Background: an optimization exercise with open tools, aiming at small area, a short achievable clock period and few clock cycles per item. Do not read the settings as production practice.
The RTL was checked by simulation tests, not by an equivalence proof against the original design.
Power and IR drop assume default switching activity.

==> flow/design.v <==
`timescale 1ns/1ps
module s8b_decoder (
    input  wire        clk,
    input  wire        rst,
    input  wire        in_valid,
    output wire        in_ready,
    input  wire [63:0] in_word,
    output wire        out_valid,
    input  wire        out_ready,
    output wire [31:0] out_data,
    output wire        out_last,
    output wire [5:0]  out_width,
    output wire        err
);
    function s8b_pen;
        input [3:0] s;
        input [5:0] sh;
        case (s)
            4'd2: s8b_pen = (sh == 6'd58);
            4'd3: s8b_pen = (sh == 6'd56);
            4'd4: s8b_pen = (sh == 6'd54);
            4'd5: s8b_pen = (sh == 6'd52);
            4'd6: s8b_pen = (sh == 6'd50);
            4'd7: s8b_pen = (sh == 6'd48);
            4'd8: s8b_pen = (sh == 6'd42);
            4'd9: s8b_pen = (sh == 6'd40);
            4'd10: s8b_pen = (sh == 6'd40);
            4'd11: s8b_pen = (sh == 6'd36);
            4'd12: s8b_pen = (sh == 6'd30);
            4'd13: s8b_pen = (sh == 6'd20);
            4'd14: s8b_pen = (sh == 6'd0);
            default: s8b_pen = 1'b0;
        endcase
    endfunction
    reg        ov;           
    reg [31:0] od;           
    reg        ol;           
    reg [3:0]  maxsel;       
    reg        err_r;
    reg        done_r;       
    reg        ht_r;         
    reg        first_r;      
    reg        last_r;       
    reg [5:0]  shamt;        
    reg [6:0]  pos;          
    wire [3:0] sel     = in_word[63:60];
    wire       sel_lo  = ~|sel[3:1];                     
    wire       sel_15  = &sel;
    wire       big     = |in_word[59:32];
    wire       bad_now = sel_lo || (sel_15 && big);      
    wire [3:0] sgt    = sel & ~maxsel;
    wire [3:0] seq    = ~(sel ^ maxsel);
    wire       sel_gt = sgt[3] | (seq[3] & (sgt[2] | (seq[2] & (sgt[1] | (seq[1] & sgt[0])))));
    wire can_load = !ov || out_ready;
    wire rd_ok = first_r || iv_r;
    reg ra_r, r3_r;
    assign in_ready = ra_r || (r3_r && out_ready);
    wire take = in_valid && in_ready;
    wire adv  = can_load && in_valid && !ht_r && rd_ok;
    wire good = in_valid && !ht_r && rd_ok && !(first_r && bad_now);
    wire err_nx  = err_r || (take && (first_r || done_r) && bad_now);
    wire done_nx = (done_r && !take) || (adv && first_r && (sel_15 || sel_lo) && !take);
    reg [31:0] field;
    wire [38:0] lsh5;
    assign lsh5[0] = shamt[5] ? in_word[32] : in_word[0];
    assign lsh5[1] = shamt[5] ? in_word[33] : in_word[1];
    assign lsh5[2] = shamt[5] ? in_word[34] : in_word[2];
    assign lsh5[3] = shamt[5] ? in_word[35] : in_word[3];
    assign lsh5[4] = shamt[5] ? in_word[36] : in_word[4];
    assign lsh5[5] = shamt[5] ? in_word[37] : in_word[5];
    assign lsh5[6] = shamt[5] ? in_word[38] : in_word[6];
    assign lsh5[7] = shamt[5] ? in_word[39] : in_word[7];
    assign lsh5[8] = shamt[5] ? in_word[40] : in_word[8];
    assign lsh5[9] = shamt[5] ? in_word[41] : in_word[9];
    assign lsh5[10] = shamt[5] ? in_word[42] : in_word[10];
    assign lsh5[11] = shamt[5] ? in_word[43] : in_word[11];
    assign lsh5[12] = shamt[5] ? in_word[44] : in_word[12];
    assign lsh5[13] = shamt[5] ? in_word[45] : in_word[13];
    assign lsh5[14] = shamt[5] ? in_word[46] : in_word[14];
    assign lsh5[15] = shamt[5] ? in_word[47] : in_word[15];
    assign lsh5[16] = shamt[5] ? in_word[48] : in_word[16];
    assign lsh5[17] = shamt[5] ? in_word[49] : in_word[17];
    assign lsh5[18] = shamt[5] ? in_word[50] : in_word[18];
    assign lsh5[19] = shamt[5] ? in_word[51] : in_word[19];
    assign lsh5[20] = shamt[5] ? in_word[52] : in_word[20];
    assign lsh5[21] = shamt[5] ? in_word[53] : in_word[21];
    assign lsh5[22] = shamt[5] ? in_word[54] : in_word[22];
    assign lsh5[23] = shamt[5] ? in_word[55] : in_word[23];
    assign lsh5[24] = shamt[5] ? in_word[56] : in_word[24];
    assign lsh5[25] = shamt[5] ? in_word[57] : in_word[25];
    assign lsh5[26] = shamt[5] ? in_word[58] : in_word[26];
    assign lsh5[27] = shamt[5] ? in_word[59] : in_word[27];
    assign lsh5[28] = shamt[5] ? 1'b0 : in_word[28];
    assign lsh5[29] = shamt[5] ? 1'b0 : in_word[29];
    assign lsh5[30] = shamt[5] ? 1'b0 : in_word[30];
    assign lsh5[31] = shamt[5] ? 1'b0 : in_word[31];
    assign lsh5[32] = shamt[5] ? 1'b0 : in_word[32];
    assign lsh5[33] = shamt[5] ? 1'b0 : in_word[33];
    assign lsh5[34] = shamt[5] ? 1'b0 : in_word[34];
    assign lsh5[35] = shamt[5] ? 1'b0 : in_word[35];
    assign lsh5[36] = shamt[5] ? 1'b0 : in_word[36];
    assign lsh5[37] = shamt[5] ? 1'b0 : in_word[37];
    assign lsh5[38] = shamt[5] ? 1'b0 : in_word[38];
    wire [22:0] lsh4;
    assign lsh4[0] = shamt[4] ? lsh5[16] : lsh5[0];
    assign lsh4[1] = shamt[4] ? lsh5[17] : lsh5[1];
    assign lsh4[2] = shamt[4] ? lsh5[18] : lsh5[2];
    assign lsh4[3] = shamt[4] ? lsh5[19] : lsh5[3];
    assign lsh4[4] = shamt[4] ? lsh5[20] : lsh5[4];
    assign lsh4[5] = shamt[4] ? lsh5[21] : lsh5[5];
    assign lsh4[6] = shamt[4] ? lsh5[22] : lsh5[6];
    assign lsh4[7] = shamt[4] ? lsh5[23] : lsh5[7];
    assign lsh4[8] = shamt[4] ? lsh5[24] : lsh5[8];
    assign lsh4[9] = shamt[4] ? lsh5[25] : lsh5[9];
    assign lsh4[10] = shamt[4] ? lsh5[26] : lsh5[10];
    assign lsh4[11] = shamt[4] ? lsh5[27] : lsh5[11];
    assign lsh4[12] = shamt[4] ? lsh5[28] : lsh5[12];
    assign lsh4[13] = shamt[4] ? lsh5[29] : lsh5[13];
    assign lsh4[14] = shamt[4] ? lsh5[30] : lsh5[14];
    assign lsh4[15] = shamt[4] ? lsh5[31] : lsh5[15];
    assign lsh4[16] = shamt[4] ? lsh5[32] : lsh5[16];
    assign lsh4[17] = shamt[4] ? lsh5[33] : lsh5[17];
    assign lsh4[18] = shamt[4] ? lsh5[34] : lsh5[18];
    assign lsh4[19] = shamt[4] ? lsh5[35] : lsh5[19];
    assign lsh4[20] = shamt[4] ? lsh5[36] : lsh5[20];
    assign lsh4[21] = shamt[4] ? lsh5[37] : lsh5[21];
    assign lsh4[22] = shamt[4] ? lsh5[38] : lsh5[22];
    wire [14:0] lsh3;
    assign lsh3[0] = shamt[3] ? lsh4[8] : lsh4[0];
    assign lsh3[1] = shamt[3] ? lsh4[9] : lsh4[1];
    assign lsh3[2] = shamt[3] ? lsh4[10] : lsh4[2];
    assign lsh3[3] = shamt[3] ? lsh4[11] : lsh4[3];
    assign lsh3[4] = shamt[3] ? lsh4[12] : lsh4[4];
    assign lsh3[5] = shamt[3] ? lsh4[13] : lsh4[5];
    assign lsh3[6] = shamt[3] ? lsh4[14] : lsh4[6];
    assign lsh3[7] = shamt[3] ? lsh4[15] : lsh4[7];
    assign lsh3[8] = shamt[3] ? lsh4[16] : lsh4[8];
    assign lsh3[9] = shamt[3] ? lsh4[17] : lsh4[9];
    assign lsh3[10] = shamt[3] ? lsh4[18] : lsh4[10];
    assign lsh3[11] = shamt[3] ? lsh4[19] : lsh4[11];
    assign lsh3[12] = shamt[3] ? lsh4[20] : lsh4[12];
    assign lsh3[13] = shamt[3] ? lsh4[21] : lsh4[13];
    assign lsh3[14] = shamt[3] ? lsh4[22] : lsh4[14];
    wire [10:0] lsh2;
    assign lsh2[0] = shamt[2] ? lsh3[4] : lsh3[0];
    assign lsh2[1] = shamt[2] ? lsh3[5] : lsh3[1];
    assign lsh2[2] = shamt[2] ? lsh3[6] : lsh3[2];
    assign lsh2[3] = shamt[2] ? lsh3[7] : lsh3[3];
    assign lsh2[4] = shamt[2] ? lsh3[8] : lsh3[4];
    assign lsh2[5] = shamt[2] ? lsh3[9] : lsh3[5];
    assign lsh2[6] = shamt[2] ? lsh3[10] : lsh3[6];
    assign lsh2[7] = shamt[2] ? lsh3[11] : lsh3[7];
    assign lsh2[8] = shamt[2] ? lsh3[12] : lsh3[8];
    assign lsh2[9] = shamt[2] ? lsh3[13] : lsh3[9];
    assign lsh2[10] = shamt[2] ? lsh3[14] : lsh3[10];
    wire [8:0] lsh1;
    assign lsh1[0] = shamt[1] ? lsh2[2] : lsh2[0];
    assign lsh1[1] = shamt[1] ? lsh2[3] : lsh2[1];
    assign lsh1[2] = shamt[1] ? lsh2[4] : lsh2[2];
    assign lsh1[3] = shamt[1] ? lsh2[5] : lsh2[3];
    assign lsh1[4] = shamt[1] ? lsh2[6] : lsh2[4];
    assign lsh1[5] = shamt[1] ? lsh2[7] : lsh2[5];
    assign lsh1[6] = shamt[1] ? lsh2[8] : lsh2[6];
    assign lsh1[7] = shamt[1] ? lsh2[9] : lsh2[7];
    assign lsh1[8] = shamt[1] ? lsh2[10] : lsh2[8];
    wire [7:0] lsh0;
    assign lsh0[0] = shamt[0] ? lsh1[1] : lsh1[0];
    assign lsh0[1] = shamt[0] ? lsh1[2] : lsh1[1];
    assign lsh0[2] = shamt[0] ? lsh1[3] : lsh1[2];
    assign lsh0[3] = shamt[0] ? lsh1[4] : lsh1[3];
    assign lsh0[4] = shamt[0] ? lsh1[5] : lsh1[4];
    assign lsh0[5] = shamt[0] ? lsh1[6] : lsh1[5];
    assign lsh0[6] = shamt[0] ? lsh1[7] : lsh1[6];
    assign lsh0[7] = shamt[0] ? lsh1[8] : lsh1[7];
    always @(*) field[7:0] = lsh0[7:0];
    always @(*)
        case (shamt)
            6'd0: field[8] = in_word[8];
            6'd10: field[8] = in_word[18];
            6'd12: field[8] = in_word[20];
            6'd15: field[8] = in_word[23];
            6'd20: field[8] = in_word[28];
            6'd24: field[8] = in_word[32];
            6'd30: field[8] = in_word[38];
            6'd36: field[8] = in_word[44];
            6'd40: field[8] = in_word[48];
            6'd45: field[8] = in_word[53];
            6'd48: field[8] = in_word[56];
            6'd50: field[8] = in_word[58];
            default: field[8] = 1'b0;
        endcase
    always @(*)
        case (shamt)
            6'd0: field[9] = in_word[9];
            6'd10: field[9] = in_word[19];
            6'd12: field[9] = in_word[21];
            6'd15: field[9] = in_word[24];
            6'd20: field[9] = in_word[29];
            6'd24: field[9] = in_word[33];
            6'd30: field[9] = in_word[39];
            6'd36: field[9] = in_word[45];
            6'd40: field[9] = in_word[49];
            6'd45: field[9] = in_word[54];
            6'd48: field[9] = in_word[57];
            6'd50: field[9] = in_word[59];
            default: field[9] = 1'b0;
        endcase
    always @(*)
        case (shamt)
            6'd0: field[10] = in_word[10];
            6'd12: field[10] = in_word[22];
            6'd15: field[10] = in_word[25];
            6'd20: field[10] = in_word[30];
            6'd24: field[10] = in_word[34];
            6'd30: field[10] = in_word[40];
            6'd36: field[10] = in_word[46];
            6'd40: field[10] = in_word[50];
            6'd45: field[10] = in_word[55];
            6'd48: field[10] = in_word[58];
            default: field[10] = 1'b0;
        endcase
    always @(*)
        case (shamt)
            6'd0: field[11] = in_word[11];
            6'd12: field[11] = in_word[23];
            6'd15: field[11] = in_word[26];
            6'd20: field[11] = in_word[31];
            6'd24: field[11] = in_word[35];
            6'd30: field[11] = in_word[41];
            6'd36: field[11] = in_word[47];
            6'd40: field[11] = in_word[51];
            6'd45: field[11] = in_word[56];
            6'd48: field[11] = in_word[59];
            default: field[11] = 1'b0;
        endcase
    always @(*)
        case (shamt)
            6'd0: field[12] = in_word[12];
            6'd15: field[12] = in_word[27];
            6'd20: field[12] = in_word[32];
            6'd30: field[12] = in_word[42];
            6'd40: field[12] = in_word[52];
            6'd45: field[12] = in_word[57];
            default: field[12] = 1'b0;
        endcase
    always @(*)
        case (shamt)
            6'd0: field[13] = in_word[13];
            6'd15: field[13] = in_word[28];
            6'd20: field[13] = in_word[33];
            6'd30: field[13] = in_word[43];
            6'd40: field[13] = in_word[53];
            6'd45: field[13] = in_word[58];
            default: field[13] = 1'b0;
        endcase
    always @(*)
        case (shamt)
            6'd0: field[14] = in_word[14];
            6'd15: field[14] = in_word[29];
            6'd20: field[14] = in_word[34];
            6'd30: field[14] = in_word[44];
            6'd40: field[14] = in_word[54];
            6'd45: field[14] = in_word[59];
            default: field[14] = 1'b0;
        endcase
    always @(*)
        case (shamt)
            6'd0: field[15] = in_word[15];
            6'd20: field[15] = in_word[35];
            6'd30: field[15] = in_word[45];
            6'd40: field[15] = in_word[55];
            default: field[15] = 1'b0;
        endcase
    always @(*)
        case (shamt)
            6'd0: field[16] = in_word[16];
            6'd20: field[16] = in_word[36];
            6'd30: field[16] = in_word[46];
            6'd40: field[16] = in_word[56];
            default: field[16] = 1'b0;
        endcase
    always @(*)
        case (shamt)
            6'd0: field[17] = in_word[17];
            6'd20: field[17] = in_word[37];
            6'd30: field[17] = in_word[47];
            6'd40: field[17] = in_word[57];
            default: field[17] = 1'b0;
        endcase
    always @(*)
        case (shamt)
            6'd0: field[18] = in_word[18];
            6'd20: field[18] = in_word[38];
            6'd30: field[18] = in_word[48];
            6'd40: field[18] = in_word[58];
            default: field[18] = 1'b0;
        endcase
    always @(*)
        case (shamt)
            6'd0: field[19] = in_word[19];
            6'd20: field[19] = in_word[39];
            6'd30: field[19] = in_word[49];
            6'd40: field[19] = in_word[59];
            default: field[19] = 1'b0;
        endcase
    always @(*)
        case (shamt)
            6'd0: field[20] = in_word[20];
            6'd30: field[20] = in_word[50];
            default: field[20] = 1'b0;
        endcase
    always @(*)
        case (shamt)
            6'd0: field[21] = in_word[21];
            6'd30: field[21] = in_word[51];
            default: field[21] = 1'b0;
        endcase
    always @(*)
        case (shamt)
            6'd0: field[22] = in_word[22];
            6'd30: field[22] = in_word[52];
            default: field[22] = 1'b0;
        endcase
    always @(*)
        case (shamt)
            6'd0: field[23] = in_word[23];
            6'd30: field[23] = in_word[53];
            default: field[23] = 1'b0;
        endcase
    always @(*)
        case (shamt)
            6'd0: field[24] = in_word[24];
            6'd30: field[24] = in_word[54];
            default: field[24] = 1'b0;
        endcase
    always @(*)
        case (shamt)
            6'd0: field[25] = in_word[25];
            6'd30: field[25] = in_word[55];
            default: field[25] = 1'b0;
        endcase
    always @(*)
        case (shamt)
            6'd0: field[26] = in_word[26];
            6'd30: field[26] = in_word[56];
            default: field[26] = 1'b0;
        endcase
    always @(*)
        case (shamt)
            6'd0: field[27] = in_word[27];
            6'd30: field[27] = in_word[57];
            default: field[27] = 1'b0;
        endcase
    always @(*)
        case (shamt)
            6'd0: field[28] = in_word[28];
            6'd30: field[28] = in_word[58];
            default: field[28] = 1'b0;
        endcase
    always @(*)
        case (shamt)
            6'd0: field[29] = in_word[29];
            6'd30: field[29] = in_word[59];
            default: field[29] = 1'b0;
        endcase
    always @(*) field[30] = in_word[30];
    always @(*) field[31] = in_word[31];
    wire [5:0] b =
        (sel == 4'd2) ? 6'd1 :
        (sel == 4'd3) ? 6'd2 :
        (sel == 4'd4) ? 6'd3 :
        (sel == 4'd5) ? 6'd4 :
        (sel == 4'd6) ? 6'd5 :
        (sel == 4'd7) ? 6'd6 :
        (sel == 4'd8) ? 6'd7 :
        (sel == 4'd9) ? 6'd8 :
        (sel == 4'd10) ? 6'd10 :
        (sel == 4'd11) ? 6'd12 :
        (sel == 4'd12) ? 6'd15 :
        (sel == 4'd13) ? 6'd20 :
        (sel == 4'd14) ? 6'd30 :
        6'd60;
    wire [31:0] mask;
    assign mask[0] = (sel[3] | (sel[2] | sel[1]));    
    assign mask[1] = (sel[3] | (sel[2] | (sel[1] & sel[0])));    
    assign mask[2] = (sel[3] | sel[2]);    
    assign mask[3] = (sel[3] | (sel[2] & (sel[1] | sel[0])));    
    assign mask[4] = (sel[3] | (sel[2] & sel[1]));    
    assign mask[5] = (sel[3] | (sel[2] & (sel[1] & sel[0])));    
    assign mask[6] = sel[3];    
    assign mask[7] = (sel[3] & (sel[2] | (sel[1] | sel[0])));    
    assign mask[8] = (sel[3] & (sel[2] | sel[1]));    
    assign mask[9] = (sel[3] & (sel[2] | sel[1]));    
    assign mask[10] = (sel[3] & (sel[2] | (sel[1] & sel[0])));    
    assign mask[11] = (sel[3] & (sel[2] | (sel[1] & sel[0])));    
    assign mask[12] = (sel[3] & sel[2]);    
    assign mask[13] = (sel[3] & sel[2]);    
    assign mask[14] = (sel[3] & sel[2]);    
    assign mask[15] = (sel[3] & (sel[2] & (sel[1] | sel[0])));    
    assign mask[16] = (sel[3] & (sel[2] & (sel[1] | sel[0])));    
    assign mask[17] = (sel[3] & (sel[2] & (sel[1] | sel[0])));    
    assign mask[18] = (sel[3] & (sel[2] & (sel[1] | sel[0])));    
    assign mask[19] = (sel[3] & (sel[2] & (sel[1] | sel[0])));    
    assign mask[20] = (sel[3] & (sel[2] & sel[1]));    
    assign mask[21] = (sel[3] & (sel[2] & sel[1]));    
    assign mask[22] = (sel[3] & (sel[2] & sel[1]));    
    assign mask[23] = (sel[3] & (sel[2] & sel[1]));    
    assign mask[24] = (sel[3] & (sel[2] & sel[1]));    
    assign mask[25] = (sel[3] & (sel[2] & sel[1]));    
    assign mask[26] = (sel[3] & (sel[2] & sel[1]));    
    assign mask[27] = (sel[3] & (sel[2] & sel[1]));    
    assign mask[28] = (sel[3] & (sel[2] & sel[1]));    
    assign mask[29] = (sel[3] & (sel[2] & sel[1]));    
    assign mask[30] = (sel[3] & (sel[2] & (sel[1] & sel[0])));    
    assign mask[31] = (sel[3] & (sel[2] & (sel[1] & sel[0])));    
    wire [31:0] value = field & mask;
    wire [5:0] wdec =
        (maxsel == 4'd2) ? 6'd1 :
        (maxsel == 4'd3) ? 6'd2 :
        (maxsel == 4'd4) ? 6'd3 :
        (maxsel == 4'd5) ? 6'd4 :
        (maxsel == 4'd6) ? 6'd5 :
        (maxsel == 4'd7) ? 6'd6 :
        (maxsel == 4'd8) ? 6'd7 :
        (maxsel == 4'd9) ? 6'd8 :
        (maxsel == 4'd10) ? 6'd10 :
        (maxsel == 4'd11) ? 6'd12 :
        (maxsel == 4'd12) ? 6'd15 :
        (maxsel == 4'd13) ? 6'd20 :
        (maxsel == 4'd14) ? 6'd30 :
        6'd60;
    reg  [3:0] sel_r;
    reg        iv_r;
    always @(posedge clk) begin
        sel_r <= sel;
        iv_r  <= in_valid;
    end
    wire [5:0] b_r =
        (sel_r == 4'd2) ? 6'd1 :
        (sel_r == 4'd3) ? 6'd2 :
        (sel_r == 4'd4) ? 6'd3 :
        (sel_r == 4'd5) ? 6'd4 :
        (sel_r == 4'd6) ? 6'd5 :
        (sel_r == 4'd7) ? 6'd6 :
        (sel_r == 4'd8) ? 6'd7 :
        (sel_r == 4'd9) ? 6'd8 :
        (sel_r == 4'd10) ? 6'd10 :
        (sel_r == 4'd11) ? 6'd12 :
        (sel_r == 4'd12) ? 6'd15 :
        (sel_r == 4'd13) ? 6'd20 :
        (sel_r == 4'd14) ? 6'd30 :
        6'd60;
    wire [5:0] sh_nx  = first_r ? b : shamt + b_r;
    wire       pen_nx = first_r ? (sel == 4'd14) : s8b_pen(sel_r, shamt);
    assign out_valid = ov;
    assign out_data  = od;
    assign out_last  = (pos == 7'd0);
    assign out_width = wdec;
    assign err       = err_r;
    always @(posedge clk) begin
        if (can_load)
            od <= value;
        if (adv) begin
            maxsel <= (pos == 7'd0 || sel_gt) ? sel : maxsel;
        end
    end
    wire ov_nx    = can_load ? good : ov;
    wire first_nx = take || (first_r && !adv);
    wire last_nx  = adv ? ((pos == 7'd126) || (!take && pen_nx)) : last_r;
    wire lr_nx    = last_nx && (first_nx || in_valid);
    always @(posedge clk) begin
        if (rst) begin
            ra_r <= 1'b0;
            r3_r <= 1'b0;
        end else begin
            ra_r <= err_nx || done_nx || (lr_nx && !ov_nx);
            r3_r <= lr_nx && ov_nx;
        end
    end
    always @(posedge clk) begin
        if (rst) begin
            ov      <= 1'b0;
            err_r   <= 1'b0;
            done_r  <= 1'b0;
            ht_r    <= 1'b0;
            first_r <= 1'b1;
            last_r  <= 1'b0;
            shamt   <= 6'd0;
            pos     <= 7'd0;
        end else begin
            err_r  <= err_nx;
            done_r <= done_nx;
            ht_r   <= err_nx || done_nx;
            if (can_load)
                ov <= good;
            if (adv)
                pos <= pos + 7'd1;
            if (take) begin
                first_r <= 1'b1;
                shamt   <= 6'd0;
            end else if (adv) begin
                first_r <= 1'b0;
                shamt   <= sh_nx;
            end
            if (adv)
                last_r <= (pos == 7'd126) || (!take && pen_nx);
        end
    end
endmodule
==> flow/flow/run.sh <==
#!/bin/bash
# Own layout flow: the standard ORFS flow with two changes.
#  1. Synthesis is the standard one (synth_recipe.tcl, same passes, same
#     registers); only the ABC script that maps the combinational logic to
#     cells is replaced by flow/abc.script (area-oriented mapping, after a time-limited deep AIG resynthesis, without the
#     buffering/upsizing passes of ORFS's script; timing is repaired later by
#     the standard flow as usual).
#     Yosys's full-adder extraction is skipped too (ADDER_MAP_FILE empty), so
#     ABC maps the adders along with the rest.
#  2. Port buffers are the smallest buffer (buf_1) instead of ORFS's default
#     pick; every port still gets its buffer, and repair upsizes them as needed.
# Each step's full output goes to a log file in this folder (and ORFS's own
# logs under orfs/logs/).
set -euo pipefail
W=$(pwd)
rm -rf "$W/scripts_own"
cp -r "$FLOW_HOME/scripts" "$W/scripts_own"
cp "$W/flow/abc.script" "$W/scripts_own/abc_area.script"
cp "$W/flow/abc.script" "$W/scripts_own/abc_speed.script"
bash standard.sh SCRIPTS_DIR="$W/scripts_own" ADDER_MAP_FILE= synth > "$W/run_synth.log" 2>&1
bash standard.sh "BUFFER_PORTS_ARGS=-buffer_cell sky130_fd_sc_hd__buf_1" finish > "$W/run_layout.log" 2>&1
==> flow/flow/abc.script <==
strash
ifraig
dc2
strash
&get -n
&deepsyn -T 120
&put
strash
&get -n
&dch -f
&nf -R 1000
&put
==> flow/standard.sh <==
#!/bin/bash
# synth_recipe.tcl (not shown) runs the flow's synth.tcl, then flattens the netlist and writes it again
# the make line also repeats each setting of config.mk as NAME=value (left out here)
make -C /OpenROAD-flow-scripts/flow DESIGN_CONFIG=/design/flow/config.mk WORK_HOME=/design/flow/orfs CLKGATE_MAP_FILE= SYNTH_SCRIPT=/design/flow/synth_recipe.tcl "${@:-finish}"
==> flow/config.mk <==
export PLATFORM = sky130hd
export DESIGN_NAME = s8b_decoder
export DESIGN_NICKNAME = s8b_decoder
export VERILOG_FILES = /design/flow/design.v
export SDC_FILE = /design/flow/constraint.sdc
export NUM_CORES = 4
export LEC_CHECK = 0
export ABC_AREA = 1
export CAP_MARGIN = 20
export CORE_MARGIN = 2
export CORE_UTILIZATION = 45
export SETUP_SLACK_MARGIN = 4.2
export SLEW_MARGIN = 20
==> flow/constraint.sdc <==
create_clock -name core_clock -period 7.5 [get_ports {clk}]
set_input_delay 1.5000 -clock core_clock [delete_from_list [all_inputs] [get_ports {clk}]]
set_output_delay 1.5000 -clock core_clock [all_outputs]
set_load 0.01 [all_outputs]
==> results of run 1 <==
## worst max-delay path by stage
stage | startpoint | to
after floorplan | out_ready | ra_r
after global placement | in_word[63] | ra_r
after detailed placement | in_word[63] | ra_r
after CTS | out_ready | in_ready
after global routing | out_ready | in_ready
final | out_ready | in_ready
## metrics by stage
step	cell area (sq um)	cells	hold slack (ns)
CTS	4803	710	0.4858
global route	4858	711	0.5157
global placement	4569	691	0.4572
detailed placement	4569	691	0.4650
floorplan	3980	468	0.4453
finish	4858	711	0.4866
## layout make-up
| class | count | area [sq um] |
|---|---|---|
| repair buffers | 119 | 505.5 |
| inverters | 9 | 37.54 |
| clock inverters | 4 | 25.02 |
| flip-flops and latches | 62 | 1602 |
| well taps | 108 | 135.1 |
| clock buffers | 12 | 177.7 |
| fillers | 841 | 3777 |
| multi-input cells | 397 | 2376 |
## power breakdown
part	switching [W]	leakage (nW)	total [W]	internal (W)
clock	0.000150	0.107	0.000310	0.000160
combinational	0.000328	0.961	0.000501	0.000173
sequential	0.0000395	0.621	0.000460	0.000420
total	0.000517	1.69	0.00127	0.000753
## kinds of logic after synthesis
group / count (synthesis)
AO/OA/AOI/OAI: 204
XOR/XNOR: 9
adder cells (fa/ha/maj): 1
buffers and inverters: 9
flip-flops: 62
multiplexers: 2
AND/OR/NAND/NOR: 181
## routing by layer
metal | vias to the layer above | wire (um) | global-route usage
li1 | 2145 | - | -
met1 | 2212 | 6516 | 0.4631
met2 | 352 | 6669 | 0.4504
met3 | 54 | 1719 | 0.06156
met4 | 0 | 701 | 0.1581
met5 | - | 0 | 0
## synth_stat cells, drive strengths merged, types with 2 or more instances
library cell | count | share of area
nand2 | 65 | 0.062
a21oi | 59 | 0.075
o21ai | 39 | 0.049
edfxtp | 36 | 0.27
nor2 | 34 | 0.032
dfxtp | 26 | 0.13
nor3 | 18 | 0.023
a22oi | 15 | 0.028
nand3 | 15 | 0.019
a222oi | 14 | 0.035
a22o | 12 | 0.027
o22ai | 11 | 0.017
nor4 | 10 | 0.016
a31oi | 9 | 0.014
clkinv | 9 | 0.0085
nand2b | 9 | 0.014
nor2b | 8 | 0.013
and3 | 6 | 0.0095
a221o | 5 | 0.013
and2 | 5 | 0.0079
nand4 | 5 | 0.0079
o211ai | 5 | 0.0095
xor2 | 5 | 0.011
a221oi | 4 | 0.0089
o21a | 4 | 0.0076
xnor2 | 4 | 0.0089
a211oi | 3 | 0.0057
a21boi | 3 | 0.0057
a32o | 3 | 0.0076
a2111oi | 2 | 0.0044
a21o | 2 | 0.0038
mux2i | 2 | 0.0051
o2111ai | 2 | 0.0044
o32ai | 2 | 0.0044
or2 | 2 | 0.0032
or4 | 2 | 0.0038
## worst reg2reg max path, cell delays in order (launching register included)
cell	delay, ns
dfxtp_1	0.57
and2_0	0.49
buf_4	0.26
a22o_1	0.18
a221o_1	0.16
nor2_1	0.06
o21ai_0	0.17
o21ai_0	0.17
nor2_1	0.13
a21oi_1	0.11
a2111oi_1	0.52
## flip-flops by register name, summed over array words and instances, names as in the netlist
signal   flops
err_r        1
iv_r         1
done_r       1
first_r      1
ra_r         1
ht_r         1
r3_r         1
maxsel       4
pos          7
last_r       1
od          32
ov           1
sel_r        4
shamt        6
## timing repair
| action | 4_1_cts | 5_1_grt |
|---|---|---|
| buffers inserted | 3 | 1 |
| pin swaps | 2 | 1 |
| resized for setup | 3 | 13 |
| setup endpoints to repair | 10 | 11 |
==> results.yml, run 1 <==
run_status:
  outcome: "complete, no violations"
sta:
  skew_ns: 0.01169
  hold_viol: 0
  worst_slew_pin_slew_ns: 1.185
  tns_ns: 0
  fin_crit_ns: 3.383
  rsz0062_at_grt: "yes"
  finalCritPeriodShare: 0.4511
  max_freq_mhz: 295.6
  final-setup-viol-count: 0
  drv_slew: 0
  slew_headroom: 0.2025
  setup_slack_ns: 4.117
clock_network:
  clk_latency_ns: 0.34
  clk_pin_slew_ns: 0.07
  cts_buffer_depth: 2
  numCtsBuffers: 9
  tritoncts: "built"
  cts_root_buf: "clkbuf_8"
  clock_sinks: 62
  htreeDepth: 3
  hold_buffers: 0
critical_path:
  r2r_cells: 10
  cp_slowest_cell: "a21o_1"
  cp_max_fo: 2
  cp-start-kind: "input pin"
  path_class: "input pin to output pin"
  critPathBufInv: 2
  r2r-start: "shamt[4]"
  crit_family: "buffers and inverters"
  crit_chain: "buf_6 -> a21o_1 -> buf_6"
  arrival_ns: 1.88
  r2r-end: "od[5]"
  cpMostUsedCell: "buf_6"
  rrSetupSlack_ns: 4.46
  crit_required_ns: 6.00
  cp.depth: 3
  endpoint_kind: "output pin"
  crit_path_max_incr_delay_ns: 0.17
layout:
  num_antenna_cells: 0
  postLayoutCoreUtil: 0.5626
  layout_common_cells: "104 x buf_1, 64 x nand2_1, 59 x a21oi_1"
  area_growth_pct: 22.88
  drive_gt1_frac: 0.06468
  layout_commonest_cell: "buf_1"
  nets: 666
min_path:
  min_to: "err_r"
  hold_class: "flop to flop"
  hold_start: "err_r"
  min_path_cells: 2
logic_synthesis:
  syn-num-nets: 536
  synth_top_family_by_area: "compound AO/OA/AOI/OAI gates"
  yosysSeqAreaShare: 0.4051
  synth_xor_area_frac: 0.01994
  synth_area_sq_um: 3954
  async_flop_share: 0
  ys_warn_count: 1
  synth-edff-count: 36
  synthCells: 468
  synth-compound-area-share: 0.3443
  synth-simple-area-share: 0.2146
  synth.distinct_cells: 49
  synthFlopType: "edfxtp_1"
  synthAdderAreaFrac: 0.002532
  synth_seq_cells: 62
  postSynthAreaPerCell_sq_um: 8.448
  synth.mux.area_fraction: 0.005063
flow_run:
  drv_cap: 0
place:
  place_congestion: 1.009
  dpl_worst_slack_ns: 3.436
  dp_hpwl_um: 11170
  numPortBuffers: 109
floorplan:
  die_y_um: 97.74
  initial_utilization: 0.4578
  rows: 34
  io_pins: 110
  dieArea_sq_um: 9552
  core_area_sq_um: 8636
  die_w_um: 97.74
routing:
  vias: 4763
  final_antenna_net_count: 0
  wire_per_inst_um: 21.95
  viasPerCell: 6.699
  drt-total-wl_um: 15610
  drc: 0
  firstDrtPassIters: 9
  drtIter0Drc: 707
global_routing:
  grt_max_degree: 36
  grt_pass1_vias: 4283
  antenna_found_initial: 0
  grt.overflow.total: 0
  grt_usage: 0.3178
  grt_pass1_wl_um: 24030
power:
  ir_worst_vdd_mv: 0.1333
  power_density_nw_per_um2: 261.5
  power.total_w: 0.001271
  leakage_nw: 1.689
Testbench counts, summed over its fixed seeds: cycles 25,005, items 24,576.
==> run 2: changes to the inputs <==
--- a/flow/flow/run.sh
+++ b/flow/flow/run.sh
@@ -1,3 +1,3 @@
 #!/bin/bash
-# Own layout flow: the standard ORFS flow with two changes.
+# Own layout flow: the standard ORFS flow with three changes.
 #  1. Synthesis is the standard one (synth_recipe.tcl, same passes, same
@@ -11,2 +11,4 @@
 #     pick; every port still gets its buffer, and repair upsizes them as needed.
+#  3. flow/io.tcl (IO_CONSTRAINTS) places the out_ready and in_ready pins
+#     next to each other; the pin placer places all pins as usual.
 # Each step's full output goes to a log file in this folder (and ORFS's own
@@ -20,2 +22,2 @@
 bash standard.sh SCRIPTS_DIR="$W/scripts_own" ADDER_MAP_FILE= synth > "$W/run_synth.log" 2>&1
-bash standard.sh "BUFFER_PORTS_ARGS=-buffer_cell sky130_fd_sc_hd__buf_1" finish > "$W/run_layout.log" 2>&1
+bash standard.sh "BUFFER_PORTS_ARGS=-buffer_cell sky130_fd_sc_hd__buf_1" "IO_CONSTRAINTS=$W/flow/io.tcl" finish > "$W/run_layout.log" 2>&1
==> flow/flow/io.tcl (new file) <==
# Keep out_ready and in_ready side by side on the die edge: the only path
# from an input port to an output port runs between them.
set_io_pin_constraint -group -order -pin_names {out_ready in_ready}
--- a/flow/config.mk
+++ b/flow/config.mk
@@ -10,3 +10,3 @@
 export CORE_MARGIN = 2
-export CORE_UTILIZATION = 45
+export CORE_UTILIZATION = 55
 export SETUP_SLACK_MARGIN = 4.2
==> run 2 against run 1 <==
Net effect: non-clock buffer count did not move; clock power fell by 15%; sequential share of layout area rose by 0.42 points; design area fell by 1.2%; register-to-register slack got worse by 0.31 ns; cell count fell by 2.4%; critical path type unchanged; highest routed layer unchanged; utilization rose by 14 points; wire length fell by 0.29%; count of clock-buffer cells in the layout fell by 2.
==> results.yml, run 2 <==
run_status:
  outcome: "complete, no violations"
layout:
  fin_area_sq_um: 4801
  nets: 661
  layout_commonest_cell: "buf_1"
  largest_reg_flops: 32
  reg_top3: "od: 32 flops, pos: 7 flops, shamt: 6 flops"
  num_antenna_cells: 0
  postLayoutCoreUtil: 0.6989
  stdcell_count: 694
  drive_gt1_frac: 0.06522
  largest_register: "od"
  area_growth_pct: 21.42
  layout_common_cells: "105 x buf_1, 57 x nand2_1, 52 x nor2_1"
  fillers: 601
logic_synthesis:
  postSynthAreaPerCell_sq_um: 8.558
  yosys.cell_count.top_type: "nand2_1"
  synth_xor_area_frac: 0.02437
  synth.distinct_cells: 47
  syn-num-nets: 530
  yosysSeqAreaShare: 0.4051
  synthCells: 462
  synthAdderAreaFrac: 0.005063
  async_flop_share: 0
  synth_common_cells: "57 x nand2_1, 52 x nor2_1, 47 x a21oi_1"
  ys_warn_count: 1
  synthFlopType: "edfxtp_1"
  yosys.area.top_type_share: 0.2734
  synth-edff-count: 36
  synth_area_leaders: "edfxtp_1 27%, dfxtp_1 13%, a21oi_1 5.9%"
  synth.mux.area_fraction: 0.01582
  synth_top_family_by_area: "compound AO/OA/AOI/OAI gates"
  synth_top_cell_by_area: "edfxtp_1"
  synth_seq_cells: 62
  synth-simple-area-share: 0.2263
  synth_area_sq_um: 3954
  synth-compound-area-share: 0.3149
clock_network:
  numCtsBuffers: 9
  tritoncts: "built"
  clk_latency_ns: 0.35
  cts_buffer_depth: 2
  cts_root_buf: "clkbuf_8"
  htreeDepth: 3
  hold_buffers: 0
  clock_sinks: 62
  clk_pin_slew_ns: 0.07
routing:
  drt-total-wl_um: 15560
  firstDrtPassIters: 8
  met2_length_um: 6627
  wl_met3_um: 2255
  wire_per_inst_um: 22.42
  highest_layer: "met4"
  final_antenna_net_count: 0
  drc: 0
  drtIter0Drc: 889
  viasPerCell: 7.157
  met1_length_um: 5737
  vias: 4967
sta:
  drv_slew: 0
  worst_slew_pin_slew_ns: 1.134
  hold_viol: 0
  slew_headroom: 0.2412
  rsz0062_at_grt: "yes"
  max_freq_mhz: 294.8
  tns_ns: 0
  skew_ns: 0.009290
  finalCritPeriodShare: 0.4523
  fin_crit_ns: 3.392
  final-setup-viol-count: 0
critical_path:
  cp.depth: 3
  cp_max_fo: 2
  cp_slowest_cell: "a21o_1"
  crit_family: "buffers and inverters"
  crit_chain: "buf_6 -> a21o_1 -> buf_2"
  r2r_cells: 10
  arrival_ns: 1.89
  endpoint_kind: "output pin"
  critPathBufInv: 2
  cp-startpoint: "out_ready"
  path_class: "input pin to output pin"
  crit_required_ns: 6.00
  cp-start-kind: "input pin"
  crit_path_max_incr_delay_ns: 0.16
  r2r-start: "shamt[4]"
floorplan:
  dieArea_sq_um: 7883
  initial_utilization: 0.5756
  io_pins: 110
  die_w_um: 88.79
  die_y_um: 88.79
  core_area_sq_um: 6869
  rows: 30
min_path:
  hold_start: "err_r"
  min_path_cells: 2
  hold_class: "flop to flop"
place:
  numPortBuffers: 109
  dp_cells: 673
  place_congestion: 0.9843
  place_area_sq_um: 4547
  dp_hpwl_um: 11200
global_routing:
  grt_usage: 0.3791
  grt_max_degree: 35
  grt_pass1_wl_um: 22310
  grt.overflow.total: 0
  antenna_found_initial: 0
  grt_pass1_vias: 4251
power:
  power_density_nw_per_um2: 269.9
  ir_worst_vdd_mv: 0.1553
  leakage_nw: 1.684
flow_run:
  drv_cap: 0
-- run 2: cell types whose count changed after synthesis, moves of 4 or more --
cell / before / now
a221o_1: 5 / 1
nor3_1: 18 / 14
xnor2_1: 4 / 9
o221ai_1: 1 / 5
a21oi_1: 59 / 47
o21ai_0: 39 / 27
o211ai_1: 5 / 1
nand3b_1: 0 / 4
nand2_1: 65 / 57
nor2_1: 34 / 52
-- run 2: area by class of cell --
type	instances	area [sq um]	share of cell area
clock buffers	10	131.4	0.02737
well taps	96	120.1	0.02502
inverters	9	35.03	0.007297
flip-flops and latches	62	1603	0.3339
clock inverters	6	36.28	0.007558
multi-input cells	392	2380	0.4957
repair buffers	119	495.5	0.1032
-- run 2: per-stage QoR --
stage	setup WS [ns]	total power [W]	hold WS [ns]
finish	4.108	0.001296	0.4810
global placement	3.822	0.0009940	0.4530
detailed placement	3.618	0.0009936	0.4618
CTS	4.101	0.001256	0.4769
floorplan	4.282	0.0008068	0.4474
global route	4.102	0.001345	0.5044
-- run 2: path summary, 6_finish.rpt --
check | to | slack (ns)
max | in_ready | 4.11
min | err_r | 0.48
max reg2reg | od[7] | 4.15
min reg2reg | err_r | 0.48
-- run 2: what timing repair did --
| action | in CTS | in global routing |
|---|---|---|
| hold endpoints to repair | 0 | 0 |
| gates cloned | 0 | 1 |
| setup buffers | 3 | 1 |
| gates resized for setup | 3 | 10 |
| endpoints found under the setup margin | 8 | 19 |
| pin swaps | 2 | 1 |
-- run 2: worst register-to-register path, cell delays in order, from the launching register on --
cell and delay [ns]:
dfxtp_1 0.42, nor2_1 0.91, a22oi_1 0.29, a21oi_1 0.30, a311oi_1 0.09, nor2b_1 0.17, o31ai_1 0.32, o21ai_0 0.20
o21ai_0 0.27, a31oi_1 0.07, a21oi_1 0.17
-- run 2: kinds of logic after synthesis --
family	Yosys count
and+or+nand+nor	191
muxes	6
DFF	62
buffers and inverters	9
adders and majority gates	2
xor gates and xnor gates	11
AOI/OAI and AO/OA	181
-- run 2: power by group --
group / total, W / internal [W] / leakage, nW / switching [W]
combinational: 0.000557 / 0.000191 / 0.969 / 0.000366
clock: 0.000263 / 0.000123 / 0.0941 / 0.000140
sequential: 0.000476 / 0.000424 / 0.622 / 0.0000525
-- run 2: routing by layer --
metal	vias to the layer above	track usage
met4	0	0.2218
met2	506	0.5502
met3	97	0.09795
met1	2260	0.5081
met5	-	0
li1	2104	-
==> run 3: changes to the inputs <==
--- a/flow/config.mk
+++ b/flow/config.mk
@@ -11,3 +11,3 @@
 export CORE_UTILIZATION = 55
-export SETUP_SLACK_MARGIN = 4.2
+export SETUP_SLACK_MARGIN = 4.35
 export SLEW_MARGIN = 20
==> run 3 against run 2 <==
Net effect: utilization increased by 0.84 points; via count fell by 2.7%; sequential power fell by 4%; critical path depth stayed put; power shrank 3.8%; sequential share of layout area fell by 0.42 points; clock skew is 0.0014 ns higher; cell count up 0.72%; worst hold slack improved by 0.015 ns; non-clock buffer count fell by 1; synthesized cell count increased by 1.3%; largest power group unchanged.
==> results.yml, run 3 <==
min_path:
  hold_class: "flop to flop"
power:
  power_density_nw_per_um2: 256.5
  internal-power_w: 0.0007362
  pwr-share-seq: 0.368
  p_sw_w: 0.0005101
  p_clk_frac: 0.238
  ir_worst_vdd_mv: 0.1460
  leakage_nw: 1.695
  comb_power_share: 0.394
  power.total_w: 0.001246
  switching_share: 0.4093
logic_synthesis:
  yosys.area.top_type_share: 0.2734
  synth_seq_cells: 62
  yosys.cell_count.top_type: "nand2_1"
  yosysSeqAreaShare: 0.4051
  ys_warn_count: 1
  synth_area_leaders: "edfxtp_1 27%, dfxtp_1 13%, a21oi_1 7.5%"
  synthCells: 468
  synth_common_cells: "65 x nand2_1, 59 x a21oi_1, 39 x o21ai_0"
  synth.distinct_cells: 49
  synth-edff-count: 36
  postSynthAreaPerCell_sq_um: 8.448
  synthFlopType: "edfxtp_1"
  syn-num-nets: 536
  synth_top_cell_by_area: "edfxtp_1"
  async_flop_share: 0
  synth_area_sq_um: 3954
routing:
  wire_per_inst_um: 20.84
  drtIter0Drc: 837
  firstDrtPassIters: 10
  final_antenna_net_count: 0
  drt-total-wl_um: 14570
  vias: 4832
  viasPerCell: 6.913
  drc: 0
place:
  place_area_sq_um: 4549
  numPortBuffers: 109
  dp_hpwl_um: 10090
  place_congestion: 1.052
  dp_cells: 678
layout:
  stdcell_count: 699
  num_antenna_cells: 0
  seq_area_sq_um: 1602
  layout_common_cells: "100 x buf_1, 63 x nand2_1, 58 x a21oi_1"
  largest_reg_flops: 32
  largest_register: "od"
  nets: 666
  multi_input_area_sq_um: 2406
  fin_area_sq_um: 4858
  area_growth_pct: 22.88
  postLayoutCoreUtil: 0.7073
  fillers: 606
  reg_top3: "od: 32 flops, pos: 7 flops, shamt: 6 flops"
  layout_commonest_cell: "buf_1"
  drive_gt1_frac: 0.07960
floorplan:
  die_y_um: 88.79
  core_area_sq_um: 6869
  io_pins: 110
  dieArea_sq_um: 7883
  initial_utilization: 0.5756
  die_w_um: 88.79
  rows: 30
global_routing:
  grt_pass1_wl_um: 21860
  antenna_found_initial: 0
  grt_usage: 0.3655
  grt.overflow.total: 0
  grt_pass1_vias: 4264
  grt_max_degree: 36
sta:
  rsz0062_at_grt: "yes"
  hold_viol: 0
  worst_slew_pin_slew_ns: 0.9466
  finalCritPeriodShare: 0.4503
  final-setup-viol-count: 0
  slew_headroom: 0.3641
  skew_ns: 0.01065
  fin_crit_ns: 3.377
  max_freq_mhz: 296.1
  drv_slew: 0
  tns_ns: 0
run_status:
  outcome: "complete, no violations"
clock_network:
  numCtsBuffers: 9
  tritoncts: "built"
  cts_buffer_depth: 2
  clk_pin_slew_ns: 0.07
  cts_root_buf: "clkbuf_8"
  clock_sinks: 62
  clk_latency_ns: 0.36
  htreeDepth: 3
critical_path:
  endpoint_kind: "output pin"
  arrival_ns: 1.88
  crit_required_ns: 6.00
  cp-start-kind: "input pin"
  path_class: "input pin to output pin"
  cp_max_fo: 2
flow_run:
  drv_cap: 0
## run 3: worst max-delay path, stage by stage
cell	delay, ns
buf_6	0.09
a21o_1	0.15
buf_2	0.13
## run 3: path summary, 6_finish.rpt
path	startpoint	endpoint	slack, ns	cells after the start
max	out_ready	in_ready	4.12	3
min	err_r	err_r	0.50	2
max reg2reg	shamt[4]	od[5]	4.47	10
min reg2reg	err_r	err_r	0.50	2
## run 3: power groups by stage
stage / Combinational [W] / Clock (W) / Sequential [W]
6_report: 0.000491 / 0.000296 / 0.000459
5_1_grt: 0.000528 / 0.000308 / 0.000467
4_1_cts: 0.000466 / 0.000297 / 0.000457
3_5_place_dp: 0.000458 / 0 / 0.000463
3_3_place_gp: 0.000454 / 0 / 0.000462
2_1_floorplan: 0.000268 / 0 / 0.000492
## run 3: final cells by class
class	count	share of cell area
clock buffer	10	0.03065
clock inverter	6	0.009786
inverter	9	0.007726
multi-input combinational	398	0.4952
sequential	62	0.3296
tap	96	0.02472
timing repair buffer	118	0.1022
## run 3: repair_timing
item / CTS / global route
hold buffers: 0 / 0
setup endpoints to repair: 11 / 33
gates resized for setup: 5 / 15
pin swaps: 2 / 1
setup buffers: 4 / 0
cloned: 0 / 1
## run 3: per-layer routing
layer	up-vias	GRT usage	routed length (um)	share of wire
li1	2142	-	-	-
met2	418	0.5292	6235	0.43
met1	2189	0.5088	5669	0.39
met3	83	0.1119	2033	0.14
met4	0	0.1474	628	0.043
met5	-	0	0	0
## run 3: logic make-up (layout without fill, tap and decap cells)
kind of cell | after synthesis | count (layout) | share of synthesized area
multiplexers | 2 | 2 | 0.005063
adder cells (fa/ha/maj) | 1 | 1 | 0.002532
AND/OR/NAND/NOR | 181 | 182 | 0.2146
buffers and inverters | 9 | 143 | 0.008544
AO/OA/AOI/OAI | 204 | 204 | 0.3443
XOR/XNOR | 9 | 9 | 0.01994
flip-flops | 62 | 62 | 0.4051
## run 3: through the flow
| stage | hold slack [ns] | setup WS [ns] |
|---|---|---|
| after floorplan | 0.4453 | 4.279 |
| after global placement | 0.4582 | 3.597 |
| after detailed placement | 0.4618 | 3.492 |
| after CTS | 0.4942 | 4.105 |
| after global routing | 0.5153 | 4.101 |
| final | 0.4956 | 4.123 |

## what the ideal ports hide
In the flow no input, the clock included, has a driving cell. The finished layouts below were timed again as built, in two steps.
Step 1 sets driving cells, clkbuf_16 on the clock port and buf_2 on the other inputs (assumed; they add their load-dependent delay and slew).
Step 2 moves the port delays by t, midway between the first and last clock arrival at a register: inputs arrive t later, outputs are due t later. That takes back most of the time a late clock gives input paths.
Slacks: no drivers / after step 1 / after step 2; pairs: no drivers / after step 1.
| run | shift t [ns] | setup WS [ns] | worst setup path at the end | latest minus earliest clock arrival (ns) | worst register clock-pin slew, ns |
|---|---|---|---|---|---|
| run 1 | 0.373 | 4.116 / 4.083 / 3.932 | input to register | 0.012 / 0.012 | 0.08 / 0.08 |
| run 2 | 0.373 | 4.108 / 4.077 / 3.848 | input to register | 0.009 / 0.010 | 0.08 / 0.08 |
| run 3 | 0.389 | 4.123 / 4.089 / 4.013 | input to register | 0.011 / 0.011 | 0.08 / 0.08 |
After both steps every run listed still meets setup and hold. The setup slack of run 2, which loses most, moves by -0.031 ns with the drivers and by -0.260 ns with both steps.
